From an optimization exercise on the open Yosys and OpenROAD flow, aimed at small area, a short achievable clock period and few clock cycles per item; shortcuts taken in it are not production practice. The RTL was checked by simulation tests, not by an equivalence proof against the original design.

==> design.v <==
module gt3b_div #(
    parameter K    = 3,
    parameter ITER = 5                   
) (
    input  wire        clk,
    input  wire        rst,
    input  wire [15:0] raw,              
    input  wire [15:0] raw_port,         
    input  wire        port_raw,         
    input  wire [15:0] cl,
    input  wire [15:0] cm,
    input  wire [15:0] cr,
    input  wire [15:0] cd,
    input  wire        wr_cal,           
    output wire        valid,
    output reg         neg,
    output reg  [12:0] mag
);
    localparam NB = K * ITER;
    reg [15:0]        xa;
    reg               bad;               
    reg signed [18:0] lo, hi;
    wire [15:0] x_clr = (raw < cl) ? cl : (raw > cr) ? cr : raw;
    wire [15:0] x_clp = (raw_port < cl) ? cl : (raw_port > cr) ? cr : raw_port;
    wire [15:0] x_cl  = port_raw ? x_clp : x_clr;
    wire signed [18:0] xs    = $signed({3'b000, xa});
    wire               left  = !bad && (xs < lo);
    wire               right = !bad && (xs > hi);
    wire signed [18:0] al    = lo - xs;
    wire signed [18:0] ar    = xs - hi;
    wire signed [18:0] bl    = lo - $signed({3'b000, cl});
    wire signed [18:0] br    = $signed({3'b000, cr}) - hi;
    wire [15:0]        a     = left ? al[15:0] : ar[15:0];
    wire [16:0]        b     = left ? bl[16:0] : br[16:0];
    wire [28:0]        num   = ({13'd0, a} << 12) + ({13'd0, a} << 10) - ({13'd0, a} << 7) + ({13'd0, a} << 3);
    reg        pend1, ld, busy, done_r;
    reg [3:0]  cnt;
    reg [16:0] rem;
    reg [16:0] den;
    reg [NB-1:0] nl;
    reg [NB-1:0] quo;
    reg        neg_r;
    reg [16:0]   r_it;
    reg [NB-1:0] n_it, q_it;
    reg [17:0]   r_sh, r_df;
    integer j;
    always @* begin
        r_it = rem;
        n_it = nl;
        q_it = quo;
        for (j = 0; j < K; j = j + 1) begin
            r_sh = {r_it, n_it[NB-1]};
            r_df = r_sh - {1'b0, den};
            n_it = n_it << 1;
            r_it = r_df[17] ? r_sh[16:0] : r_df[16:0];
            q_it = {q_it[NB-2:0], !r_df[17]};
        end
    end
    assign valid = done_r && !busy && !ld && !pend1;
    always @(posedge clk) begin
        xa  <= x_cl;
        bad <= cl > cr;
        lo  <= $signed({3'b000, cm}) - $signed({3'b000, cd});
        hi  <= $signed({3'b000, cm}) + $signed({3'b000, cd});
        if (rst) begin
            pend1  <= 1'b1;
            ld     <= 1'b0;
            busy   <= 1'b0;
            done_r <= 1'b0;
            neg    <= 1'b0;
            mag    <= 13'd0;
        end else begin
            pend1 <= wr_cal;
            ld    <= port_raw | pend1;
            if (ld) begin
                rem    <= {3'b000, num[28:NB]};
                nl     <= num[NB-1:0];
                den    <= b;
                quo    <= {NB{1'b0}};
                neg_r  <= left;
                cnt    <= ITER[3:0];
                busy   <= left || right;
                done_r <= !(left || right);
                if (!(left || right)) begin
                    neg <= 1'b0;
                    mag <= 13'd0;
                end
            end else if (busy) begin
                rem <= r_it;
                nl  <= n_it;
                quo <= q_it;
                cnt <= cnt - 4'd1;
                if (cnt == 4'd1) begin
                    busy   <= 1'b0;
                    done_r <= 1'b1;
                    neg    <= neg_r;
                    mag    <= q_it[12:0];
                end
            end
        end
    end
endmodule
module gt3b_fu (
    input  wire        clk,
    input  wire        rst,
    input  wire        go,
    input  wire        tag_in,
    input  wire        big_in,           
    input  wire [18:0] a_in,
    input  wire [12:0] b_in,
    input  wire [6:0]  e_in,
    output reg         rv,               
    output reg         rtag,
    output wire [12:0] q,
    output reg  [18:0] u
);
    reg        v1, tag1, big1;
    reg [18:0] a1;
    reg [12:0] b1;
    reg [6:0]  e1;
    reg        big2;
    reg [29:0] p2;
    wire [31:0] prod = a1 * b1 + (big1 ? 32'd249999 : 32'd0);
    always @(posedge clk) begin
        a1   <= a_in;
        b1   <= b_in;
        e1   <= e_in;
        big1 <= big_in;
        tag1 <= tag_in;
        p2   <= prod[29:0];
        big2 <= big1;
        rtag <= tag1;
        u    <= a1[12:0] * e1;
        if (rst) begin
            v1 <= 1'b0;
            rv <= 1'b0;
        end else begin
            v1 <= go;
            rv <= v1;
        end
    end
    wire [21:0] n5k   = p2[24:3];
    wire [42:0] r5k   = n5k * 21'd1717987;
    wire [24:0] n500k = p2[29:5];
    wire [50:0] r500k = n500k * 26'd35184373;
    assign q = big2 ? {1'b0, r500k[50:39]} : r5k[42:30];
endmodule
module gt3b_chp (
    input  wire        clk,
    input  wire        rst,
    input  wire        c0_v,
    input  wire        c0_ev,
    input  wire        c0_last,
    input  wire        c0_sync,
    input  wire [3:0]  c0_ch,
    input  wire signed [13:0] c0_val,
    input  wire        force_hit,
    input  wire signed [13:0] force_val,
    input  wire [7:0]  ep_neg,
    input  wire [7:0]  ep_pos,
    input  wire signed [7:0] trim,
    output reg  [3:0]  c1_ch_o,
    input  wire signed [7:0] subtrim,
    input  wire        reverse,
    output wire        fin_next,         
    output reg         c3_evv,
    output reg         c3_frame,
    output reg  [3:0]  c3_ch,
    output reg  signed [15:0] c3_val,
    output reg  signed [13:0] c3_last_val
);
    wire signed [13:0] v0  = force_hit ? force_val : c0_val;
    wire signed [10:0] kn  = $signed({1'b0, ep_neg, 2'b00}) + $signed({3'b000, ep_neg}) + trim;
    wire signed [10:0] kp  = $signed({1'b0, ep_pos, 2'b00}) + $signed({3'b000, ep_pos}) - trim;
    wire signed [10:0] k0  = v0[13] ? kn : kp;
    wire signed [23:0] t5k = trim * 24'sd5000;
    wire signed [23:0] num0 = v0 * k0 + t5k;
    reg        c1_v, c1_ev, c1_last, c1_sync;
    reg signed [23:0] c1_num;
    reg signed [13:0] c1_lv;
    wire        sg1 = c1_num[23];
    wire [22:0] n1  = sg1 ? 23'd250 - c1_num[22:0] : c1_num[22:0] + 23'd250;
    wire signed [15:0] st10 = {{8{subtrim[7]}}, subtrim} * 16'sd10;
    reg        c2_v, c2_ev, c2_last, c2_sync, c2_neg;
    reg [22:0] c2_n;
    reg signed [15:0] c2_st;
    reg [3:0]  c2_ch;
    reg signed [13:0] c2_lv;
    wire [20:0] n2  = c2_n[22:2];
    wire [47:0] r2  = n2 * 27'd536871;
    wire [13:0] q2  = r2[39:26];
    assign fin_next = c2_v && c2_last;
    wire signed [15:0] val2 = c2_neg ? c2_st - $signed({2'b00, q2}) : c2_st + $signed({2'b00, q2});
    always @(posedge clk) begin
        c1_num  <= num0;
        c1_ch_o <= c0_ch;
        c1_ev   <= c0_ev;
        c1_last <= c0_last;
        c1_sync <= c0_sync;
        c1_lv   <= v0;
        c2_n    <= n1;
        c2_neg  <= sg1 ^ reverse;
        c2_st   <= reverse ? -st10 : st10;
        c2_ch   <= c1_ch_o;
        c2_ev   <= c1_ev;
        c2_last <= c1_last;
        c2_sync <= c1_sync;
        c2_lv   <= c1_lv;
        c3_val  <= val2;
        c3_ch   <= c2_ch;
        c3_last_val <= c2_lv;
        if (rst) begin
            c1_v     <= 1'b0;
            c2_v     <= 1'b0;
            c3_evv   <= 1'b0;
            c3_frame <= 1'b0;
        end else begin
            c1_v     <= c0_v;
            c2_v     <= c1_v;
            c3_evv   <= c2_v && c2_ev;
            c3_frame <= c2_v && c2_sync;
        end
    end
endmodule
module gt3b_slew (
    input  wire signed [13:0] t,
    input  wire signed [13:0] last,
    input  wire signed [14:0] up_t,      
    input  wire signed [14:0] dn_t,      
    input  wire signed [14:0] up_r,      
    input  wire signed [14:0] dn_r,      
    input  wire        lgt_t,            
    input  wire        lgt_r,            
    input  wire [8:0]  md_turn,
    input  wire        inf_turn,
    input  wire        inf_ret,
    output reg  signed [13:0] val
);
    wire lz = (last == 14'sd0);
    wire ln = last[13];
    wire lp = !ln && !lz;
    wire tz = (t == 14'sd0);
    wire tn = t[13];
    wire tp = !tn && !tz;
    wire signed [14:0] t15 = t;
    wire turn_mode = lz || (ln && (t < last)) || (lp && (t > last));
    wire opp  = !turn_mode && ((ln && tp) || (lp && tn));
    wire inf1 = turn_mode ? inf_turn : inf_ret;
    wire lgt1 = turn_mode ? lgt_t : lgt_r;
    wire signed [14:0] up = turn_mode ? up_t : up_r;
    wire signed [14:0] dn = turn_mode ? dn_t : dn_r;
    wire c_up = opp ? (ln && lgt1) : (turn_mode ? (t15 > up_t) : (t15 > up_r));
    wire c_dn = opp ? (lp && lgt1) : (turn_mode ? (t15 < dn_t) : (t15 < dn_r));
    wire c2   = opp && !inf_turn && (tn ? (t15 < -$signed({6'd0, md_turn})) : (t15 > $signed({6'd0, md_turn})));
    always @* begin
        if (!inf1 && c_up)
            val = up[13:0];
        else if (!inf1 && c_dn)
            val = dn[13:0];
        else if (c2)
            val = tn ? -$signed({5'd0, md_turn}) : $signed({5'd0, md_turn});
        else
            val = t;
    end
endmodule
module gt3b_sc (
    input  wire        clk,
    input  wire        rst,
    input  wire        req_valid,
    output wire        req_ready,
    input  wire        req_write,
    input  wire [6:0]  req_addr,
    input  wire [15:0] req_wdata,
    output reg         rsp_valid,
    output reg  [15:0] rsp_rdata,
    output wire        ev_valid,
    output wire [3:0]  ev_ch,
    output wire [15:0] ev_val,
    output wire        ev_frame,
    output wire [3:0]  nch
);
    reg               ill;
    reg signed [13:0] acc_r;
    reg [15:0]        frameseq;
    reg [15:0]        raw_st, raw_th;
    reg [15:0]        cal_r [0:7];       
    reg [3:0]         nch_r;
    reg [7:0]         reverse_r;
    reg [3:0]         ch_4ws;
    reg [3:0]         ch_dig;
    reg               crab;
    reg signed [7:0]  mix4ws;
    reg signed [13:0] ndig;              
    reg signed [7:0]  expo_r [0:2];      
    reg [6:0]         dr_r [0:2];        
    reg [6:0]         stspd_turn, stspd_ret;
    reg [8:0]         md_turn, md_ret;   
    reg               inf_turn, inf_ret;
    reg [1:0]         abs_type;
    reg [3:0]         force_ch;
    reg signed [13:0] force_val;
    reg signed [7:0]  trim_r [0:1];
    reg signed [7:0]  subtrim_r [0:7];
    reg [7:0]         ep_r [0:15];       
    reg signed [7:0]  aux_r [0:5];       
    reg signed [13:0] last_r [0:7];
    reg [2:0]         abs_cnt;
    reg               abs_red;
    reg signed [14:0] out_r [0:7];
    wire [7:0] mixed = (ch_4ws != 4'd0 ? (8'd1 << (ch_4ws - 4'd1)) : 8'd0) |
                       (ch_dig != 4'd0 ? (8'd1 << (ch_dig - 4'd1)) : 8'd0);
    assign nch = nch_r;
    function [8:0] maxdelta;
        input [6:0] r;
        case (r)
            7'd0: maxdelta = 9'd5;
            7'd1: maxdelta = 9'd5;
            7'd2: maxdelta = 9'd5;
            7'd3: maxdelta = 9'd5;
            7'd4: maxdelta = 9'd5;
            7'd5: maxdelta = 9'd5;
            7'd6: maxdelta = 9'd5;
            7'd7: maxdelta = 9'd5;
            7'd8: maxdelta = 9'd5;
            7'd9: maxdelta = 9'd5;
            7'd10: maxdelta = 9'd5;
            7'd11: maxdelta = 9'd5;
            7'd12: maxdelta = 9'd5;
            7'd13: maxdelta = 9'd5;
            7'd14: maxdelta = 9'd5;
            7'd15: maxdelta = 9'd5;
            7'd16: maxdelta = 9'd5;
            7'd17: maxdelta = 9'd6;
            7'd18: maxdelta = 9'd6;
            7'd19: maxdelta = 9'd6;
            7'd20: maxdelta = 9'd6;
            7'd21: maxdelta = 9'd6;
            7'd22: maxdelta = 9'd6;
            7'd23: maxdelta = 9'd6;
            7'd24: maxdelta = 9'd6;
            7'd25: maxdelta = 9'd6;
            7'd26: maxdelta = 9'd6;
            7'd27: maxdelta = 9'd6;
            7'd28: maxdelta = 9'd6;
            7'd29: maxdelta = 9'd7;
            7'd30: maxdelta = 9'd7;
            7'd31: maxdelta = 9'd7;
            7'd32: maxdelta = 9'd7;
            7'd33: maxdelta = 9'd7;
            7'd34: maxdelta = 9'd7;
            7'd35: maxdelta = 9'd7;
            7'd36: maxdelta = 9'd7;
            7'd37: maxdelta = 9'd7;
            7'd38: maxdelta = 9'd8;
            7'd39: maxdelta = 9'd8;
            7'd40: maxdelta = 9'd8;
            7'd41: maxdelta = 9'd8;
            7'd42: maxdelta = 9'd8;
            7'd43: maxdelta = 9'd8;
            7'd44: maxdelta = 9'd8;
            7'd45: maxdelta = 9'd9;
            7'd46: maxdelta = 9'd9;
            7'd47: maxdelta = 9'd9;
            7'd48: maxdelta = 9'd9;
            7'd49: maxdelta = 9'd9;
            7'd50: maxdelta = 9'd10;
            7'd51: maxdelta = 9'd10;
            7'd52: maxdelta = 9'd10;
            7'd53: maxdelta = 9'd10;
            7'd54: maxdelta = 9'd10;
            7'd55: maxdelta = 9'd11;
            7'd56: maxdelta = 9'd11;
            7'd57: maxdelta = 9'd11;
            7'd58: maxdelta = 9'd11;
            7'd59: maxdelta = 9'd12;
            7'd60: maxdelta = 9'd12;
            7'd61: maxdelta = 9'd12;
            7'd62: maxdelta = 9'd13;
            7'd63: maxdelta = 9'd13;
            7'd64: maxdelta = 9'd13;
            7'd65: maxdelta = 9'd14;
            7'd66: maxdelta = 9'd14;
            7'd67: maxdelta = 9'd15;
            7'd68: maxdelta = 9'd15;
            7'd69: maxdelta = 9'd16;
            7'd70: maxdelta = 9'd16;
            7'd71: maxdelta = 9'd17;
            7'd72: maxdelta = 9'd17;
            7'd73: maxdelta = 9'd18;
            7'd74: maxdelta = 9'd19;
            7'd75: maxdelta = 9'd20;
            7'd76: maxdelta = 9'd20;
            7'd77: maxdelta = 9'd21;
            7'd78: maxdelta = 9'd22;
            7'd79: maxdelta = 9'd23;
            7'd80: maxdelta = 9'd25;
            7'd81: maxdelta = 9'd26;
            7'd82: maxdelta = 9'd27;
            7'd83: maxdelta = 9'd29;
            7'd84: maxdelta = 9'd31;
            7'd85: maxdelta = 9'd33;
            7'd86: maxdelta = 9'd35;
            7'd87: maxdelta = 9'd38;
            7'd88: maxdelta = 9'd41;
            7'd89: maxdelta = 9'd45;
            7'd90: maxdelta = 9'd50;
            7'd91: maxdelta = 9'd55;
            7'd92: maxdelta = 9'd62;
            7'd93: maxdelta = 9'd71;
            7'd94: maxdelta = 9'd83;
            7'd95: maxdelta = 9'd100;
            7'd96: maxdelta = 9'd125;
            7'd97: maxdelta = 9'd166;
            7'd98: maxdelta = 9'd250;
            7'd99: maxdelta = 9'd500;
            default: maxdelta = 9'd0;
        endcase
    endfunction
    reg        rdy;
    reg        s_v, s_wr;
    reg [6:0]  s_a;
    reg [15:0] s_d;
    assign req_ready = rdy;
    wire accept = req_valid && rdy;
    wire [7:0] w_op  = s_d[15:8];
    wire [3:0] w_sel = s_d[3:0];
    reg        w_legal;
    always @* begin
        w_legal = 1'b0;
        if (s_d[7:4] == 4'd0) begin
            case (w_op)
                8'h00, 8'h01, 8'h02, 8'h03, 8'h04, 8'h05, 8'h14: w_legal = (w_sel == 4'd0);
                8'h10:               w_legal = (w_sel <= 4'd1);
                8'h11, 8'h12:        w_legal = (w_sel <= 4'd2);
                8'h13, 8'h15, 8'h16: w_legal = (w_sel >= 4'd1 && w_sel <= 4'd8);
                default:             w_legal = 1'b0;
            endcase
        end
    end
    wire s_wrv  = s_v && s_wr;
    wire s_cmd  = s_wrv && (s_a == 7'h00);
    wire go     = s_cmd && w_legal && (w_op != 8'h00);
    wire signed [15:0] w_s = s_d;
    wire signed [13:0] w_sat_full = (w_s > 16'sd5000) ? 14'sd5000 : (w_s < -16'sd5000) ? -14'sd5000 : w_s[13:0];
    wire signed [7:0]  w_sat_99   = (w_s > 16'sd99)  ? 8'sd99  : (w_s < -16'sd99)  ? -8'sd99  : w_s[7:0];
    wire signed [7:0]  w_sat_100  = (w_s > 16'sd100) ? 8'sd100 : (w_s < -16'sd100) ? -8'sd100 : w_s[7:0];
    wire [6:0]         w_min_100  = (s_d > 16'd100) ? 7'd100 : s_d[6:0];
    wire [7:0]         w_min_150  = (s_d > 16'd150) ? 8'd150 : s_d[7:0];
    wire [1:0]         w_min_3    = (s_d > 16'd3)   ? 2'd3   : s_d[1:0];
    wire [3:0]         w_4ws      = (s_d[3:0] == 4'd0 || (s_d[3:0] >= 4'd3 && s_d[3:0] <= 4'd8)) ? s_d[3:0] : 4'd0;
    wire [3:0]         w_dig      = (s_d[7:4] == 4'd0 || s_d[7:4] == 4'd1 ||
                                     (s_d[7:4] >= 4'd3 && s_d[7:4] <= 4'd8)) ? s_d[7:4] : 4'd0;
    wire [3:0]         w_force_ch = (s_d <= 16'd8) ? s_d[3:0] : 4'd0;
    reg [15:0] rd;
    always @* begin
        rd = 16'd0;
        case (s_a)
            7'h01: rd = {15'd0, ill};
            7'h02: rd = {{2{acc_r[13]}}, acc_r};
            7'h03: rd = frameseq;
            7'h04: rd = raw_st;
            7'h05: rd = raw_th;
            7'h08, 7'h09, 7'h0A, 7'h0B, 7'h0C, 7'h0D, 7'h0E, 7'h0F:
                   rd = cal_r[s_a[2:0]];
            7'h10: rd = {12'd0, nch_r};
            7'h11: rd = {8'd0, reverse_r};
            7'h12: rd = {7'd0, crab, ch_dig, ch_4ws};
            7'h13: rd = {{8{mix4ws[7]}}, mix4ws};
            7'h14: rd = -{{2{ndig[13]}}, ndig};
            7'h15: rd = {{8{expo_r[0][7]}}, expo_r[0]};
            7'h16: rd = {{8{expo_r[1][7]}}, expo_r[1]};
            7'h17: rd = {{8{expo_r[2][7]}}, expo_r[2]};
            7'h18: rd = {9'd0, dr_r[0]};
            7'h19: rd = {9'd0, dr_r[1]};
            7'h1A: rd = {9'd0, dr_r[2]};
            7'h1B: rd = {9'd0, stspd_turn};
            7'h1C: rd = {9'd0, stspd_ret};
            7'h1D: rd = {14'd0, abs_type};
            7'h1E: rd = {12'd0, force_ch};
            7'h1F: rd = {{2{force_val[13]}}, force_val};
            7'h20: rd = {{8{trim_r[0][7]}}, trim_r[0]};
            7'h21: rd = {{8{trim_r[1][7]}}, trim_r[1]};
            7'h28, 7'h29, 7'h2A, 7'h2B, 7'h2C, 7'h2D, 7'h2E, 7'h2F:
                   rd = {{8{subtrim_r[s_a[2:0]][7]}}, subtrim_r[s_a[2:0]]};
            7'h30, 7'h31, 7'h32, 7'h33, 7'h34, 7'h35, 7'h36, 7'h37,
            7'h38, 7'h39, 7'h3A, 7'h3B, 7'h3C, 7'h3D, 7'h3E, 7'h3F:
                   rd = {8'd0, ep_r[s_a[3:0]]};
            7'h42, 7'h43, 7'h44, 7'h45, 7'h46, 7'h47:
                   rd = {{8{aux_r[s_a[2:0] - 3'd2][7]}}, aux_r[s_a[2:0] - 3'd2]};
            7'h50, 7'h51, 7'h52, 7'h53, 7'h54, 7'h55, 7'h56, 7'h57:
                   rd = {{2{last_r[s_a[2:0]][13]}}, last_r[s_a[2:0]]};
            7'h58: rd = {7'd0, abs_red, 5'd0, abs_cnt};
            7'h59: rd = {8'd0, mixed};
            7'h60, 7'h61, 7'h62, 7'h63, 7'h64, 7'h65, 7'h66, 7'h67:
                   rd = {out_r[s_a[2:0]][14], out_r[s_a[2:0]]};
            default: rd = 16'd0;
        endcase
    end
    wire wr_raw_st = s_wrv && (s_a == 7'h04);
    wire wr_raw_th = s_wrv && (s_a == 7'h05);
    wire wr_cal_st = s_wrv && (s_a[6:2] == 5'b00010);
    wire wr_cal_th = s_wrv && (s_a[6:2] == 5'b00011);
    wire        cst_valid, cth_valid;
    wire        cst_neg, cth_neg;
    wire [12:0] cst_mag, cth_mag;
    wire acc_wr = accept && req_write;
    gt3b_div u_cal_st (
        .clk(clk), .rst(rst),
        .raw(wr_raw_st ? s_d : raw_st),
        .raw_port(req_wdata), .port_raw(acc_wr && req_addr == 7'h04),
        .cl(cal_r[0]), .cm(cal_r[1]), .cr(cal_r[2]), .cd(cal_r[3]),
        .wr_cal(wr_cal_st),
        .valid(cst_valid), .neg(cst_neg), .mag(cst_mag)
    );
    gt3b_div u_cal_th (
        .clk(clk), .rst(rst),
        .raw(wr_raw_th ? s_d : raw_th),
        .raw_port(req_wdata), .port_raw(acc_wr && req_addr == 7'h05),
        .cl(cal_r[4]), .cm(cal_r[5]), .cr(cal_r[6]), .cd(cal_r[7]),
        .wr_cal(wr_cal_th),
        .valid(cth_valid), .neg(cth_neg), .mag(cth_mag)
    );
    reg signed [13:0] abs_in;
    wire [2:0]  abs_period  = (abs_type == 2'd1) ? 3'd6 : (abs_type == 2'd2) ? 3'd4 : 3'd3;
    wire [3:0]  abs_cnt_inc = {1'b0, abs_cnt} + 4'd1;
    reg  [2:0]  abs_cnt_nx;
    reg         abs_red_nx;
    reg signed [13:0] abs_out;
    always @* begin
        abs_cnt_nx = abs_cnt;
        abs_red_nx = abs_red;
        abs_out    = abs_in;
        if (abs_type != 2'd0) begin
            if (abs_in > 14'sd500) begin
                if (abs_cnt_inc >= {1'b0, abs_period}) begin
                    abs_cnt_nx = 3'd0;
                    abs_red_nx = !abs_red;
                end else begin
                    abs_cnt_nx = abs_cnt_inc[2:0];
                end
                if (abs_red_nx)
                    abs_out = abs_in >>> 1;
            end else begin
                abs_cnt_nx = 3'd0;
                abs_red_nx = 1'b0;
            end
        end
    end
    reg         s_iss, t_iss_req;
    reg  [18:0] s_ia, t_ia;
    reg  [12:0] s_ib, t_ib;
    reg  [6:0]  s_ie, t_ie;
    reg         s_ibig, t_ibig;
    wire        t_iss = t_iss_req && !s_iss;
    wire        md_rv, md_rtag;
    wire [12:0] md_q;
    wire [18:0] md_u;
    wire        md_s = md_rv && !md_rtag;      
    wire        md_t = md_rv &&  md_rtag;      
    gt3b_fu u_md (
        .clk(clk), .rst(rst),
        .go(s_iss || t_iss), .tag_in(!s_iss),
        .big_in(s_iss ? s_ibig : t_ibig),
        .a_in(s_iss ? s_ia : t_ia),
        .b_in(s_iss ? s_ib : t_ib),
        .e_in(s_iss ? s_ie : t_ie),
        .rv(md_rv), .rtag(md_rtag), .q(md_q), .u(md_u)
    );
    function [12:0] mag14;
        input signed [13:0] v;
        mag14 = v[13] ? -v[12:0] : v[12:0];
    endfunction
    function [12:0] x50;
        input [6:0] r;
        x50 = {1'b0, r, 5'd0} + {2'b0, r, 4'd0} + {5'd0, r, 1'b0};
    endfunction
    localparam K_STEER = 2'd0, K_PEXPO = 2'd1, K_PDRATE = 2'd2;
    localparam S_IDLE = 4'd0, S_WCAL = 4'd1, S_START = 4'd2, S_EXA = 4'd3, S_EXB = 4'd4,
               S_DR = 4'd5, S_MODE = 4'd6, S_MIX = 4'd7, S_SLP = 4'd8, S_SLQ = 4'd9,
               S_PSLEW = 4'd10, S_DONE = 4'd11, S_PSL0 = 4'd12;
    localparam T_IDLE = 4'd0, T_WCAL = 4'd1, T_EXA_I = 4'd2, T_EXA = 4'd3, T_EXB_I = 4'd4,
               T_EXB = 4'd5, T_ABS = 4'd6, T_DR = 4'd7, T_DR_W = 4'd8, T_MIX = 4'd9,
               T_MIX_W = 4'd10, T_DONE = 4'd11;
    localparam Q_IDLE = 3'd0, Q_S = 3'd1, Q_T0 = 3'd2, Q_T1 = 3'd3, Q_AUX = 3'd4,
               Q_BUB = 3'd5, Q_WAIT = 3'd6;
    reg        c_frame, c_sync;          
    reg [3:0]  c_sel;
    reg        p_cal;                    
    reg [3:0]  s_st;
    reg [1:0]  s_kind;
    reg [1:0]  s_k;
    reg        s_neg;
    reg [12:0] s_mag;
    reg signed [13:0] s_val, s_p, s_q;
    reg        s_mixp;
    reg [3:0]  t_st;
    reg        t_neg;
    reg [12:0] t_mag;
    reg signed [7:0] t_str;
    reg [12:0] t_b;
    reg [18:0] t_u;
    reg signed [13:0] t_val, t_p, t_q;
    reg        t_mixp, t_two;
    reg [2:0]  q_st;
    reg [5:0]  aux_rem;                  
    always @* abs_in = (t_st == T_ABS) ? t_val : acc_r;
    wire signed [7:0] s_str  = expo_r[(s_kind == K_STEER) ? 2'd0 : s_k];
    wire [6:0]        s_rate = dr_r[(s_kind == K_STEER) ? 2'd0 : s_k];
    wire [6:0]        s_e    = s_str[7] ? -s_str[6:0] : s_str[6:0];
    reg  signed [13:0] sl_t, nl_last;
    reg  signed [13:0] sl_last;
    reg  signed [14:0] sl_upt, sl_dnt, sl_upr, sl_dnr;
    reg                sl_lgtt, sl_lgtr;
    wire signed [13:0] sl_val;
    gt3b_slew u_slew (
        .t(sl_t), .last(sl_last),
        .up_t(sl_upt), .dn_t(sl_dnt), .up_r(sl_upr), .dn_r(sl_dnr),
        .lgt_t(sl_lgtt), .lgt_r(sl_lgtr),
        .md_turn(md_turn), .inf_turn(inf_turn), .inf_ret(inf_ret),
        .val(sl_val)
    );
    wire [2:0] c4i = ch_4ws[2:0] - 3'd1;
    always @* begin
        case (s_st)
            S_MODE, S_SLP: nl_last = last_r[c4i];
            S_MIX:         nl_last = last_r[0];
            S_PSL0:        nl_last = last_r[c_sel[2:0] - 3'd1];
            default:       nl_last = (ch_dig == 4'd1) ? ndig : last_r[0];
        endcase
        case (s_st)
            S_SLP:   sl_t = s_p;
            S_SLQ:   sl_t = s_q;
            S_PSLEW: sl_t = acc_r;
            default: sl_t = s_val;
        endcase
    end
    wire [13:0] nl_abs = nl_last[13] ? -nl_last : nl_last;
    always @(posedge clk) begin
        sl_last <= nl_last;
        sl_upt  <= nl_last + $signed({6'd0, md_turn});
        sl_dnt  <= nl_last - $signed({6'd0, md_turn});
        sl_upr  <= nl_last + $signed({6'd0, md_ret});
        sl_dnr  <= nl_last - $signed({6'd0, md_ret});
        sl_lgtt <= {1'b0, nl_abs} > {6'd0, md_turn};
        sl_lgtr <= {1'b0, nl_abs} > {6'd0, md_ret};
    end
    wire        x_go   = (s_st == S_WCAL) ? cst_valid : (s_st == S_START);
    wire        x_neg  = (s_st == S_WCAL) ? cst_neg : s_neg;
    wire [12:0] x_mag  = (s_st == S_WCAL) ? cst_mag : s_mag;
    wire        x_expo = (s_str != 8'sd0) && (x_mag != 13'd0) && (s_kind != K_PDRATE);
    wire        x_dr   = (s_rate != 7'd100) && (s_kind != K_PEXPO);
    wire [12:0] x_xp   = s_str[7] ? 13'd5000 - x_mag : x_mag;
    wire signed [13:0] x_sv = x_neg ? -$signed({1'b0, x_mag}) : $signed({1'b0, x_mag});
    wire [12:0] y_mag  = s_str[7] ? s_mag + md_q : s_mag - md_q;
    wire        y_qneg = s_str[7] ? s_neg : !s_neg;
    wire signed [13:0] s_base = s_neg ? -$signed({1'b0, s_mag}) : $signed({1'b0, s_mag});
    wire signed [13:0] y_sv = s_base + (y_qneg ? ~$signed({1'b0, md_q}) : $signed({1'b0, md_q})) + $signed({13'd0, y_qneg});
    wire signed [13:0] md_sv_s = (s_neg ? ~$signed({1'b0, md_q}) : $signed({1'b0, md_q})) + $signed({13'd0, s_neg});
    wire signed [7:0] mixk = mix4ws[7] ? 8'sd100 + mix4ws : 8'sd100 - mix4ws;
    always @* begin
        s_iss  = 1'b0;
        s_ia   = {6'd0, x_xp};
        s_ib   = x_xp;
        s_ie   = s_e;
        s_ibig = 1'b0;
        case (s_st)
            S_WCAL, S_START: begin
                if (x_go && x_expo) begin
                    s_iss = 1'b1;
                end else if (x_go && x_dr) begin
                    s_iss = 1'b1;
                    s_ia  = {6'd0, x_mag};
                    s_ib  = x50(s_rate);
                end
            end
            S_EXA: begin
                s_iss  = md_s;
                s_ia   = md_u;
                s_ib   = 13'd5000 - md_q;
                s_ibig = 1'b1;
            end
            S_EXB: begin
                s_iss = md_s && x_dr;
                s_ia  = {6'd0, y_mag};
                s_ib  = x50(s_rate);
            end
            S_MODE: begin
                s_ia = {6'd0, mag14(s_val)};
                s_ib = x50(mixk[6:0]);
                s_iss = (ch_dig != 4'd1) && (ch_4ws != 4'd0) && (mix4ws != 8'sd0);
            end
            default: ;
        endcase
    end
    wire s_fin = (s_st == S_MODE && (ch_dig == 4'd1 || ch_4ws == 4'd0)) || (s_st == S_SLQ);
    wire signed [7:0] t_str_cal = cth_neg ? expo_r[1] : expo_r[2];
    wire [6:0]  t_e    = t_str[7] ? -t_str[6:0] : t_str[6:0];
    wire [6:0]  t_ec   = t_str_cal[7] ? -t_str_cal[6:0] : t_str_cal[6:0];
    wire [12:0] t_xp   = t_str[7] ? 13'd5000 - t_mag : t_mag;
    wire [12:0] t_xpc  = t_str_cal[7] ? 13'd5000 - cth_mag : cth_mag;
    wire        t_expo = (t_str_cal != 8'sd0) && (cth_mag != 13'd0);
    wire [6:0]  t_rate = t_val[13] ? dr_r[1] : dr_r[2];
    wire [12:0] t_ymag = t_str[7] ? t_mag + md_q : t_mag - md_q;
    wire        t_yqneg = t_str[7] ? t_neg : !t_neg;
    wire signed [13:0] t_base = t_neg ? -$signed({1'b0, t_mag}) : $signed({1'b0, t_mag});
    wire signed [13:0] t_ysv = t_base + (t_yqneg ? ~$signed({1'b0, md_q}) : $signed({1'b0, md_q})) + $signed({13'd0, t_yqneg});
    wire signed [13:0] md_sv_t = (t_neg ? ~$signed({1'b0, md_q}) : $signed({1'b0, md_q})) + $signed({13'd0, t_neg});
    wire [12:0] dig_k  = ndig[13] ? 13'd5000 + ndig[12:0] : 13'd5000 - ndig[12:0];
    wire        s_busy = (s_st != S_IDLE) && (s_st != S_DONE);
    always @* begin
        t_iss_req = 1'b0;
        t_ia   = {6'd0, t_xp};
        t_ib   = t_xp;
        t_ie   = t_e;
        t_ibig = 1'b0;
        case (t_st)
            T_WCAL: begin
                t_iss_req = cth_valid && t_expo;
                t_ia = {6'd0, t_xpc};
                t_ib = t_xpc;
                t_ie = t_ec;
            end
            T_EXA_I: t_iss_req = 1'b1;
            T_EXA: begin
                t_iss_req = md_t;
                t_ia   = md_u;
                t_ib   = 13'd5000 - md_q;
                t_ibig = 1'b1;
            end
            T_EXB_I: begin
                t_iss_req = 1'b1;
                t_ia   = t_u;
                t_ib   = t_b;
                t_ibig = 1'b1;
            end
            T_ABS: begin
                t_iss_req = (t_rate != 7'd100);
                t_ia = {6'd0, mag14(abs_out)};
                t_ib = x50(t_rate);
            end
            T_DR: begin
                t_iss_req = 1'b1;
                t_ia = {6'd0, mag14(t_val)};
                t_ib = x50(t_rate);
            end
            T_MIX: begin
                t_iss_req = (ch_dig != 4'd0) && !s_busy && (ndig != 14'sd0);
                t_ia = {6'd0, mag14(t_val)};
                t_ib = dig_k;
            end
            default: ;
        endcase
    end
    reg [2:0] ax_i;                      
    always @* begin
        ax_i = 3'd0;
        if      (aux_rem[0]) ax_i = 3'd0;
        else if (aux_rem[1]) ax_i = 3'd1;
        else if (aux_rem[2]) ax_i = 3'd2;
        else if (aux_rem[3]) ax_i = 3'd3;
        else if (aux_rem[4]) ax_i = 3'd4;
        else                 ax_i = 3'd5;
    end
    wire [5:0] aux_rem_nx = aux_rem & ~(6'd1 << ax_i);
    wire signed [13:0] aux_v = aux_r[ax_i] * 14'sd50;
    reg [5:0] aux_mask;
    integer ai;
    always @* begin
        for (ai = 0; ai < 6; ai = ai + 1)
            aux_mask[ai] = (ai + 3 <= nch_r) && !mixed[ai + 2];
    end
    reg        c0_v, c0_ev, c0_last, c0_sync;
    reg [3:0]  c0_ch;
    reg signed [13:0] c0_val;
    wire [3:0] c1_ch;
    wire       chp_fin;
    wire       chp_evv, chp_frame;
    wire [3:0] chp_ch;
    wire signed [15:0] chp_val;
    wire signed [13:0] chp_lv;
    wire [2:0] c0i = c0_ch[2:0] - 3'd1;
    wire [2:0] c1i = c1_ch[2:0] - 3'd1;
    gt3b_chp u_chp (
        .clk(clk), .rst(rst),
        .c0_v(c0_v), .c0_ev(c0_ev), .c0_last(c0_last), .c0_sync(c0_sync),
        .c0_ch(c0_ch), .c0_val(c0_val),
        .force_hit(force_ch == c0_ch), .force_val(force_val),
        .ep_neg(ep_r[{c0i, 1'b0}]), .ep_pos(ep_r[{c0i, 1'b1}]),
        .trim(c0_ch == 4'd1 ? trim_r[0] : c0_ch == 4'd2 ? trim_r[1] : 8'sd0),
        .c1_ch_o(c1_ch),
        .subtrim(subtrim_r[c1i]), .reverse(reverse_r[c1i]),
        .fin_next(chp_fin),
        .c3_evv(chp_evv), .c3_frame(chp_frame), .c3_ch(chp_ch),
        .c3_val(chp_val), .c3_last_val(chp_lv)
    );
    assign ev_valid = chp_evv;
    assign ev_frame = chp_frame;
    assign ev_ch    = chp_ch;
    assign ev_val   = chp_val;
    integer i;
    always @(posedge clk) begin
        s_wr <= req_write;
        s_a  <= req_addr;
        s_d  <= req_wdata;
        if (rst) begin
            rdy        <= 1'b1;
            s_v        <= 1'b0;
            rsp_valid  <= 1'b0;
            rsp_rdata  <= 16'd0;
            ill        <= 1'b0;
            acc_r      <= 14'sd0;
            frameseq   <= 16'd0;
            raw_st     <= 16'h8000;
            raw_th     <= 16'h8000;
            cal_r[0]   <= 16'h0000;
            cal_r[1]   <= 16'h8000;
            cal_r[2]   <= 16'hFFFF;
            cal_r[3]   <= 16'h0000;
            cal_r[4]   <= 16'h0000;
            cal_r[5]   <= 16'h8000;
            cal_r[6]   <= 16'hFFFF;
            cal_r[7]   <= 16'h0000;
            nch_r      <= 4'd2;
            reverse_r  <= 8'd0;
            ch_4ws     <= 4'd0;
            ch_dig     <= 4'd0;
            crab       <= 1'b0;
            mix4ws     <= 8'sd0;
            ndig       <= 14'sd0;
            for (i = 0; i < 3; i = i + 1) begin
                expo_r[i] <= 8'sd0;
                dr_r[i]   <= 7'd100;
            end
            stspd_turn <= 7'd100;
            stspd_ret  <= 7'd100;
            md_turn    <= 9'd0;
            md_ret     <= 9'd0;
            inf_turn   <= 1'b1;
            inf_ret    <= 1'b1;
            abs_type   <= 2'd0;
            force_ch   <= 4'd0;
            force_val  <= 14'sd0;
            trim_r[0]  <= 8'sd0;
            trim_r[1]  <= 8'sd0;
            for (i = 0; i < 8; i = i + 1) begin
                subtrim_r[i] <= 8'sd0;
                last_r[i]    <= 14'sd0;
                out_r[i]     <= 15'sd0;
            end
            for (i = 0; i < 16; i = i + 1)
                ep_r[i] <= 8'd100;
            for (i = 0; i < 6; i = i + 1)
                aux_r[i] <= 8'sd0;
            abs_cnt    <= 3'd0;
            abs_red    <= 1'b0;
            c_frame    <= 1'b0;
            c_sync     <= 1'b0;
            c_sel      <= 4'd0;
            p_cal      <= 1'b0;
            s_st       <= S_IDLE;
            t_st       <= T_IDLE;
            q_st       <= Q_IDLE;
            aux_rem    <= 6'd0;
            c0_v       <= 1'b0;
        end else begin
            s_v       <= accept;
            rsp_valid <= 1'b0;
            c0_v      <= 1'b0;
            c0_ev     <= 1'b1;
            c0_last   <= 1'b0;
            c0_sync   <= 1'b0;
            if (accept && req_write && req_addr == 7'h00)
                rdy <= 1'b0;
            if (accept && req_write && req_addr == 7'h10)
                nch_r <= (req_wdata[15:1] == 15'd0) ? 4'd2 :
                         (req_wdata[15:4] != 12'd0 || (req_wdata[3] && req_wdata[2:0] != 3'd0)) ? 4'd8 :
                         req_wdata[3:0];
            if (s_v && !s_wr) begin
                rsp_valid <= 1'b1;
                rsp_rdata <= rd;
            end
            if (s_wrv) begin
                case (s_a)
                    7'h00: begin
                        if (!w_legal) begin
                            ill <= 1'b1;
                            rdy <= 1'b1;
                        end else if (w_op == 8'h00) begin
                            rdy <= 1'b1;
                        end
                    end
                    7'h02: acc_r     <= w_sat_full;
                    7'h04: raw_st    <= s_d;
                    7'h05: raw_th    <= s_d;
                    7'h08, 7'h09, 7'h0A, 7'h0B, 7'h0C, 7'h0D, 7'h0E, 7'h0F:
                           cal_r[s_a[2:0]] <= s_d;
                    7'h11: reverse_r <= s_d[7:0];
                    7'h12: begin
                        ch_4ws <= w_4ws;
                        ch_dig <= w_dig;
                        crab   <= s_d[8];
                    end
                    7'h13: mix4ws    <= w_sat_100;
                    7'h14: ndig      <= -w_sat_full;
                    7'h15: expo_r[0] <= w_sat_99;
                    7'h16: expo_r[1] <= w_sat_99;
                    7'h17: expo_r[2] <= w_sat_99;
                    7'h18: dr_r[0]   <= w_min_100;
                    7'h19: dr_r[1]   <= w_min_100;
                    7'h1A: dr_r[2]   <= w_min_100;
                    7'h1B: begin
                        stspd_turn <= w_min_100;
                        md_turn    <= maxdelta(w_min_100);
                        inf_turn   <= (w_min_100 == 7'd100);
                    end
                    7'h1C: begin
                        stspd_ret <= w_min_100;
                        md_ret    <= maxdelta(w_min_100);
                        inf_ret   <= (w_min_100 == 7'd100);
                    end
                    7'h1D: abs_type  <= w_min_3;
                    7'h1E: force_ch  <= w_force_ch;
                    7'h1F: force_val <= w_sat_full;
                    7'h20: trim_r[0] <= w_sat_99;
                    7'h21: trim_r[1] <= w_sat_99;
                    7'h28, 7'h29, 7'h2A, 7'h2B, 7'h2C, 7'h2D, 7'h2E, 7'h2F:
                           subtrim_r[s_a[2:0]] <= w_sat_99;
                    7'h30, 7'h31, 7'h32, 7'h33, 7'h34, 7'h35, 7'h36, 7'h37,
                    7'h38, 7'h39, 7'h3A, 7'h3B, 7'h3C, 7'h3D, 7'h3E, 7'h3F:
                           ep_r[s_a[3:0]] <= w_min_150;
                    7'h42, 7'h43, 7'h44, 7'h45, 7'h46, 7'h47:
                           aux_r[s_a[2:0] - 3'd2] <= w_sat_100;
                    default: ;
                endcase
            end
            if (go) begin
                c_frame <= (w_op == 8'h01);
                c_sync  <= (w_op == 8'h05);
                c_sel   <= w_sel;
                aux_rem <= aux_mask;
                case (w_op)
                    8'h01, 8'h02: begin
                        s_st   <= S_WCAL;
                        s_kind <= K_STEER;
                        q_st   <= Q_S;
                        if (w_op == 8'h01) t_st <= T_WCAL;
                    end
                    8'h03: begin t_st <= T_WCAL; q_st <= Q_T0; end
                    8'h04: q_st <= Q_AUX;
                    8'h05: q_st <= Q_BUB;
                    8'h10: p_cal <= 1'b1;
                    8'h11, 8'h12: begin
                        s_st   <= S_START;
                        s_kind <= (w_op == 8'h11) ? K_PEXPO : K_PDRATE;
                        s_k    <= w_sel[1:0];
                        s_neg  <= acc_r[13];
                        s_mag  <= mag14(acc_r);
                    end
                    8'h13: s_st <= S_PSL0;
                    8'h14: begin                     
                        abs_cnt <= abs_cnt_nx;
                        abs_red <= abs_red_nx;
                        acc_r   <= abs_out;
                        rdy     <= 1'b1;
                    end
                    8'h15: begin                     
                        c0_v    <= 1'b1;
                        c0_ch   <= w_sel;
                        c0_val  <= acc_r;
                        c0_last <= 1'b1;
                        q_st    <= Q_WAIT;
                    end
                    8'h16: begin                     
                        last_r[w_sel[2:0] - 3'd1] <= acc_r;
                        rdy <= 1'b1;
                    end
                    default: ;
                endcase
            end
            if (p_cal && (c_sel[0] ? cth_valid : cst_valid)) begin
                acc_r <= c_sel[0] ? (cth_neg ? -$signed({1'b0, cth_mag}) : $signed({1'b0, cth_mag}))
                                  : (cst_neg ? -$signed({1'b0, cst_mag}) : $signed({1'b0, cst_mag}));
                p_cal <= 1'b0;
                rdy   <= 1'b1;
            end
            case (s_st)
                S_WCAL, S_START: begin
                    if (x_go) begin
                        s_neg <= x_neg;
                        s_mag <= x_mag;
                        if (x_expo) begin
                            s_st <= S_EXA;
                        end else if (x_dr) begin
                            s_st <= S_DR;
                        end else if (s_kind == K_STEER) begin
                            s_val <= x_sv;
                            s_st  <= S_MODE;
                        end else begin
                            acc_r <= x_sv;
                            s_st  <= S_IDLE;
                            rdy   <= 1'b1;
                        end
                    end
                end
                S_EXB: if (md_s) begin
                    if (x_dr) begin
                        s_st <= S_DR;
                    end else if (s_kind == K_STEER) begin
                        s_val <= y_sv;
                        s_st  <= S_MODE;
                    end else begin
                        acc_r <= y_sv;
                        s_st  <= S_IDLE;
                        rdy   <= 1'b1;
                    end
                end
                S_EXA: if (md_s) s_st <= S_EXB;
                S_DR: if (md_s) begin
                    if (s_kind == K_STEER) begin
                        s_val <= md_sv_s;
                        s_st  <= S_MODE;
                    end else begin
                        acc_r <= md_sv_s;
                        s_st  <= S_IDLE;
                        rdy   <= 1'b1;
                    end
                end
                S_MODE: begin
                    if (ch_dig == 4'd1) begin
                        last_r[0] <= ndig;
                        ndig      <= sl_val;
                        s_st      <= S_DONE;
                    end else if (ch_4ws != 4'd0) begin
                        s_p <= s_val;
                        s_q <= crab ? -s_val : s_val;
                        if (mix4ws[7]) begin
                            s_neg  <= s_val[13];
                            s_mixp <= 1'b1;
                            s_st   <= S_MIX;
                        end else if (mix4ws != 8'sd0) begin
                            s_neg  <= crab ? (s_val > 14'sd0) : s_val[13];
                            s_mixp <= 1'b0;
                            s_st   <= S_MIX;
                        end else begin
                            c0_v   <= 1'b1;
                            c0_ch  <= 4'd1;
                            c0_val <= sl_val;
                            s_st   <= S_SLQ;
                        end
                    end else begin
                        c0_v   <= 1'b1;
                        c0_ch  <= 4'd1;
                        c0_val <= sl_val;
                        s_st   <= S_DONE;
                    end
                end
                S_MIX: if (md_s) begin
                    if (s_mixp) s_p <= md_sv_s;
                    else        s_q <= md_sv_s;
                    s_st <= S_SLP;
                end
                S_SLP: begin
                    c0_v   <= 1'b1;
                    c0_ch  <= 4'd1;
                    c0_val <= sl_val;
                    s_st   <= S_SLQ;
                end
                S_SLQ: begin
                    c0_v   <= 1'b1;
                    c0_ch  <= ch_4ws;
                    c0_val <= sl_val;
                    s_st   <= S_DONE;
                end
                S_PSL0: s_st <= S_PSLEW;
                S_PSLEW: begin
                    acc_r <= sl_val;
                    s_st  <= S_IDLE;
                    rdy   <= 1'b1;
                end
                default: ;
            endcase
            case (t_st)
                T_WCAL: if (cth_valid) begin
                    t_neg <= cth_neg;
                    t_mag <= cth_mag;
                    t_str <= t_str_cal;
                    t_val <= cth_neg ? -$signed({1'b0, cth_mag}) : $signed({1'b0, cth_mag});
                    t_st  <= !t_expo ? T_ABS : t_iss ? T_EXA : T_EXA_I;
                end
                T_EXA_I: if (t_iss) t_st <= T_EXA;
                T_EXA: if (md_t) begin
                    t_b  <= 13'd5000 - md_q;
                    t_u  <= md_u;
                    t_st <= t_iss ? T_EXB : T_EXB_I;
                end
                T_EXB_I: if (t_iss) t_st <= T_EXB;
                T_EXB: if (md_t) begin
                    t_val <= t_ysv;
                    t_st  <= T_ABS;
                end
                T_ABS: begin
                    abs_cnt <= abs_cnt_nx;
                    abs_red <= abs_red_nx;
                    t_val   <= abs_out;
                    t_neg   <= abs_out[13];
                    t_p     <= abs_out;
                    t_q     <= abs_out;
                    t_two   <= 1'b0;
                    if (t_rate != 7'd100) t_st <= t_iss ? T_DR_W : T_DR;
                    else                  t_st <= (ch_dig == 4'd0) ? T_DONE : T_MIX;
                end
                T_DR: if (t_iss) t_st <= T_DR_W;
                T_DR_W: if (md_t) begin
                    t_val <= md_sv_t;
                    t_p   <= md_sv_t;
                    t_two <= 1'b0;
                    t_st  <= (ch_dig == 4'd0) ? T_DONE : T_MIX;
                end
                T_MIX: begin
                    t_p <= t_val;
                    t_q <= t_val;
                    if (!s_busy) begin
                        t_two  <= 1'b1;
                        t_neg  <= t_val[13];
                        t_mixp <= !ndig[13];    
                        if (ndig == 14'sd0) t_st <= T_DONE;
                        else if (t_iss)       t_st <= T_MIX_W;
                    end
                end
                T_MIX_W: if (md_t) begin
                    if (t_mixp) t_p <= md_sv_t;
                    else        t_q <= md_sv_t;
                    t_st <= T_DONE;
                end
                default: ;
            endcase
            case (q_st)
                Q_S: if (s_fin || s_st == S_DONE) q_st <= c_frame ? Q_T0 : Q_BUB;
                Q_T0: if (t_st == T_DONE) begin
                    c0_v    <= 1'b1;
                    c0_ch   <= 4'd2;
                    c0_val  <= t_p;
                    c0_last <= c_frame && !t_two && (aux_rem == 6'd0);
                    c0_sync <= c_frame && !t_two && (aux_rem == 6'd0);
                    q_st    <= t_two ? Q_T1 : !c_frame ? Q_BUB : (aux_rem == 6'd0) ? Q_WAIT : Q_AUX;
                end
                Q_T1: begin
                    c0_v    <= 1'b1;
                    c0_ch   <= ch_dig;
                    c0_val  <= t_q;
                    c0_last <= c_frame && (aux_rem == 6'd0);
                    c0_sync <= c_frame && (aux_rem == 6'd0);
                    q_st    <= !c_frame ? Q_BUB : (aux_rem == 6'd0) ? Q_WAIT : Q_AUX;
                end
                Q_AUX: begin
                    if (aux_rem == 6'd0) begin
                        q_st <= Q_BUB;
                    end else begin
                        c0_v    <= 1'b1;
                        c0_ch   <= {1'b0, ax_i} + 4'd3;
                        c0_val  <= aux_v;
                        c0_last <= c_frame && (aux_rem_nx == 6'd0);
                        c0_sync <= c_frame && (aux_rem_nx == 6'd0);
                        aux_rem <= aux_rem_nx;
                        if (c_frame && aux_rem_nx == 6'd0) q_st <= Q_WAIT;
                    end
                end
                Q_BUB: begin
                    c0_v    <= 1'b1;
                    c0_ev   <= 1'b0;
                    c0_last <= 1'b1;
                    c0_sync <= c_sync || c_frame;
                    q_st    <= Q_WAIT;
                end
                default: ;
            endcase
            if (chp_evv) begin
                out_r[chp_ch[2:0] - 3'd1]  <= chp_val[14:0];
                last_r[chp_ch[2:0] - 3'd1] <= chp_lv;
            end
            if (chp_fin) begin
                rdy  <= 1'b1;
                q_st <= Q_IDLE;
                s_st <= S_IDLE;
                t_st <= T_IDLE;
            end
            if (chp_frame)
                frameseq <= frameseq + 16'd1;
        end
    end
endmodule
==> run.sh <==
#!/bin/bash
# synth_recipe.tcl (not shown) runs the flow's synth.tcl, then flattens the netlist and writes it again
# the make line also repeats each setting of config.mk as NAME=value (left out here)
make -C /OpenROAD-flow-scripts/flow DESIGN_CONFIG=/design/flow/config.mk WORK_HOME=/design/flow/orfs CLKGATE_MAP_FILE= SYNTH_SCRIPT=/design/flow/synth_recipe.tcl finish
==> config.mk <==
export PLATFORM = sky130hd
export DESIGN_NAME = gt3b_sc
export DESIGN_NICKNAME = gt3b_sc
export VERILOG_FILES = /design/flow/design.v
export SDC_FILE = /design/flow/constraint.sdc
export NUM_CORES = 4
export LEC_CHECK = 0
export CAP_MARGIN = 20
export CORE_MARGIN = 2
export CORE_UTILIZATION = 40
export PLACE_DENSITY = 0.6
export SLEW_MARGIN = 20
==> constraint.sdc <==
create_clock -name core_clock -period 20.0 [get_ports {clk}]
set_input_delay 4.0000 -clock core_clock [delete_from_list [all_inputs] [get_ports {clk}]]
set_output_delay 4.0000 -clock core_clock [all_outputs]
set_load 0.01 [all_outputs]
==> run notes <==
-- worst max-delay path: cells and delay by family (launching register included) --
| kind | cells | cell delay, ns |
|---|---|---|
| compound gates | 13 | 3.57 |
| xor+xnor | 4 | 0.69 |
| fa+ha+maj | 9 | 4.03 |
| buf+inv | 6 | 0.54 |
| flops | 1 | 0.62 |
| simple gates | 5 | 1.13 |
-- layer usage --
metal	up-vias	track usage
met5	-	0
met2	5860	0.433
li1	58000	-
met1	63500	0.385
met4	10	0.137
met3	1182	0.0612
-- metrics by stage --
step	utilization	hold slack (ns)
detailed placement	0.420	0.312
global route	0.437	0.328
floorplan	-	0.310
CTS	0.437	0.319
finish	0.437	0.324
global placement	0.420	0.310
-- worst max-delay path by stage --
stage | to | start | depth (start not counted)
floorplan | u_chp.c1_num[23] | c0_ch[0] | 38
global placement | u_md.a1[12] | u_md.p2[13] | 37
detailed placement | u_md.a1[12] | u_md.p2[13] | 37
CTS | u_md.a1[12] | u_md.p2[13] | 37
global route | u_cal_st.rem[1] | u_cal_st.den[1] | 40
finish | u_md.a1[12] | u_md.p2[13] | 37
-- state kept, by name, summed over array words and instances (netlist names), 21 cells and up --
register      count
dr_r             21
aux_r            64
out_r           120
expo_r           24
u_chp.c1_num     24
last_r          112
u_chp.c2_n       21
cal_r           128
u_md.p2          27
subtrim_r        64
ep_r            128
-- cell type report --
cell class              count  area [um^2]
fillers                 38000       220000
flip-flops and latches   1651        42300
inverters                2167         8140
repair buffers            419         3380
multi-input cells       12200       104000
well taps                5220         6530
diodes                     19         47.5
clock inverters            87          841
clock buffers             279         5800
-- layout by cell type (no fill, tap or decap), drive strengths merged, types with 99 or more instances in the layout --
master and instances:
nor2b 151, nor3 225, clkbuf 279, o211ai 113
mux2i 297, and2 335, fa 1008, nand3 218
and3 189, edfxtp 918, a31oi 100, o21a 121
a21oi 946, nand2b 149, nand4 99, ha 1771
buf 350, nor2 1366, a21o 217, mux2 147
xor2 270, dfxtp 733, a211oi 131, xnor2 602
nand2 1363, a22oi 119, a221oi 102, o21ai 720
a22o 119, mux4 270, inv 2168
-- logic make-up (layout without fill, tap and decap cells) --
kind of cell               count (synthesis)  in the layout
AOI/OAI and AO/OA                       3401           3401
xor gates and xnor gates                 872            872
adders and majority gates               2780           2780
buffers and inverters                   2919           2952
DFF                                     1651           1651
muxes                                    714            714
other                                      0             19
and+or+nand+nor                         4434           4434
==> run notes <==
- The weighted congestion reported at the end of routability-driven placement is approximately 1.0.
- The count of mapped cells out of synthesis is 16,800.
- The number of max-slew violations in the final report came to 0.
- Summed over all nets, the half-perimeter wirelength after detailed placement is 456 mm.
- In this run the worst hold path is classified as reg2reg.
- The compound-gate portion of the synthesized area came to 0.142.
- Setup repair after global routing left no endpoint under its margin.
- By instance count, the leading cell after synthesis is sky130_fd_sc_hd__inv_1.
- The clock-pin slew on the worst setup and hold paths is 0.06 ns.
- The share of flip-flops with an asynchronous set or reset after synthesis is 0.
- The number of standard cells in the final layout excluding fillers is between 20,000 and 25,000.
- Summed over all layers, the routed wires come to ~580 mm.
- The number of warnings reported in the yosys synthesis log is 11.
- The pre-antenna-repair detailed-routing pass consisted of 7 iterations.
- The post-synthesis cell area is 157,000 um^2.
- The critical path is of the reg2reg type.
- The slew of the pin with the lowest slew margin is 1.41 ns.
- The post-synthesis share of cell area spent on and, or, nand and nor gates is 0.131.
- The insertion delay of the later-clocked pin in the worst-skew pair is 1.00 ns.
- The die is 630 um tall.
- The portion of synthesized area spent on multiplexers is 0.0683.
- Timing analysis after detailed placement gives a worst setup slack of 9.43 ns.
- The final-report setup violation count is 0.
- In this run the critical register-to-register path is launched from u_md.p2[13].
- The maximum level of the CTS H-tree is 4.
- The average size of a mapped cell is about 9.4 um^2.
- For flop-to-flop paths, the worst setup slack is 9.30 ns.
- Of the post-synthesis cell area, the dominant cell type holds 0.176.
- After detailed routing, the met3 layer carries 55.3 mm of wire.
- The post-synthesis share of cell area spent on xor and xnor gates is 0.0487.
- The stage delay of the slowest cell on the critical path is just under 0.9 ns.
- The maximum operating frequency is 93.5 MHz.
- The number of top-level pins is 71.
- The die width is 630 um.
- The worst setup skew after layout is 0.150 ns.
- The slack of the critical path is approximately 9.3 ns.
- Counting every net in the synthesized netlist gives just under 20,000.
- The total of hold buffers inserted after clock tree synthesis is 0.
- The final number of hold-violating endpoints is 0.
- The tree is rooted in a sky130_fd_sc_hd__clkbuf_16.
- STA classifies the critical path startpoint as a flip-flop.
- After synthesis, the most frequently instantiated cells are sky130_fd_sc_hd__inv_1, sky130_fd_sc_hd__ha_1, sky130_fd_sc_hd__nor2_1, sky130_fd_sc_hd__nand2_1, sky130_fd_sc_hd__fa_1.
- TritonCTS built the clock tree.
- Of all nets on the critical path, the largest fanout is 18.
- The final non-filler cell area is roughly 170,000 um^2.
- The ratio of cells with drive above 1 in the final layout is 0.0793.
- The post-route DRC violation count is 0.
- After global routing the overflow that remains totals 0.
- For the worst setup path, the data required time is 20.83 ns.
- The endpoint of the worst hold path is u_chp.c2_ev.
- The highest layer touched by signal routing is met5.
- The data arrival time at the worst-slack endpoint is 11.52 ns.
- The number of enable-type register cells in the synthesized netlist is 918.
- In the finished design, the share of the clock period the worst path needs comes to 0.535.
- The area share of fa/ha/maj cells after synthesis is 0.270.
- The run finished with no timing, DRC or antenna violations.
- The first global-routing pass estimated roughly 850 mm of wire.
- Max-cap violations in this run came to 0.
- The largest total area in the synthesized netlist belongs to sky130_fd_sc_hd__edfxtp_1.
- For this block, the initial DRC count from the detailed router was 14,500.
- The number of placed instances with taps included is 21,700.
- The combinational family with the most area after synthesis is adder cells.
- The post-synthesis cell type count is between 100 and 150.
- In this run, CTS created clock tree buffers numbering roughly 200.
- The worst pin sits at a relative slew slack of 0.0484.
- The worst register-to-register path ends at u_md.a1[12].
- For this block, the via count after detailed routing is between 100k and 150k.
- The kind of capture point of the worst setup path is a flip-flop.
- The floorplan step defined a die boundary enclosing 398,000 um^2.
- The net count of the finished layout is 19,400.
- In this run the most critical hold path is launched from u_chp.c1_ev.
- The cell depth of the worst flop-to-flop path is 37.
- Entering global routing, the biggest net connects about 110 pins.
- The time the worst path needs with I/O delays and setup is approximately 11 ns.
- The number of global-route vias before repair came to 125,000.
- The clock passes through at most 4 buffers.
- The master of the slowest instance on the critical path is sky130_fd_sc_hd__o311ai_4.
- The floorplan has 230 rows.
- The wire length per cell after detailed routing is 26.2 um.
- The routed length on met1 is 242 mm.
- The share of the Yosys chip area taken by registers is 0.269.
- Summing all placed instances gives a cell area of 165,000 um^2.
- In the routed layout, each cell is associated on average with a via count of a little under 6.
- The top flip-flop cell by instance count after synthesis is sky130_fd_sc_hd__edfxtp_1.
- In the post-synthesis netlist, the biggest area contributors are sky130_fd_sc_hd__edfxtp_1, sky130_fd_sc_hd__ha_1, sky130_fd_sc_hd__fa_1, sky130_fd_sc_hd__dfxtp_1, sky130_fd_sc_hd__inv_1.
- During placement, the flow inserted port buffers numbering 70.
- From synthesis to final layout, the design area changed by 9.10%.
- The aggregate global-route resource usage is 0.285.
- After detailed routing, the met2 layer carries 248 mm of wire.
- The remaining antenna violation count is 0.
- The total area inside the core boundary comes to 392,000 um^2.
- Counting instances, the worst hold path has a depth of 0.
- The post-route setup TNS is 0 ns.
- For this configuration, the core starts out at a cell density of 0.401.
- Gates resized during post-CTS repair numbered 0.
- The number of flip-flops and latches in the synthesized netlist is around 1,700.
- The number of antenna violations at the first check in global routing is 37.
- Clock tree synthesis found a total of 1,651 sinks.
- After clock tree synthesis, the setup repair step added 0 buffers.
Testbench counts, summed over its fixed seeds: cycles 25,008, frames 960.

-- static timing again, ports no longer ideal --
The flow's constraints put no driver on any port. The routed layout listed below was extracted and timed again, unchanged, in two steps.
Step 1 (the two cells are an assumption about what drives the block):
set clk [get_ports {clk}]
set_driving_cell -lib_cell sky130_fd_sc_hd__clkbuf_16 $clk
set_driving_cell -lib_cell sky130_fd_sc_hd__buf_2 [delete_from_list [all_inputs] $clk]
Step 2, shift: input delay + t, output delay - t, t = (earliest + latest rising clock arrival at the registers) / 2. This alone moves slack from input paths to output paths.
Slacks: no drivers / after step 1 / after step 2; pairs: no drivers / after step 1.
t, ns: 1.049
setup WS [ns]: 9.304 / 9.304 / 9.304
hold WS [ns]: 0.324 / 0.324 / 0.324
worst setup path after step 2: register to register
pins driven straight from the clock port: 1
After both steps this run still meets setup and hold. The setup slack of this run moves by 0.000 ns with the drivers and by 0.000 ns with both steps.
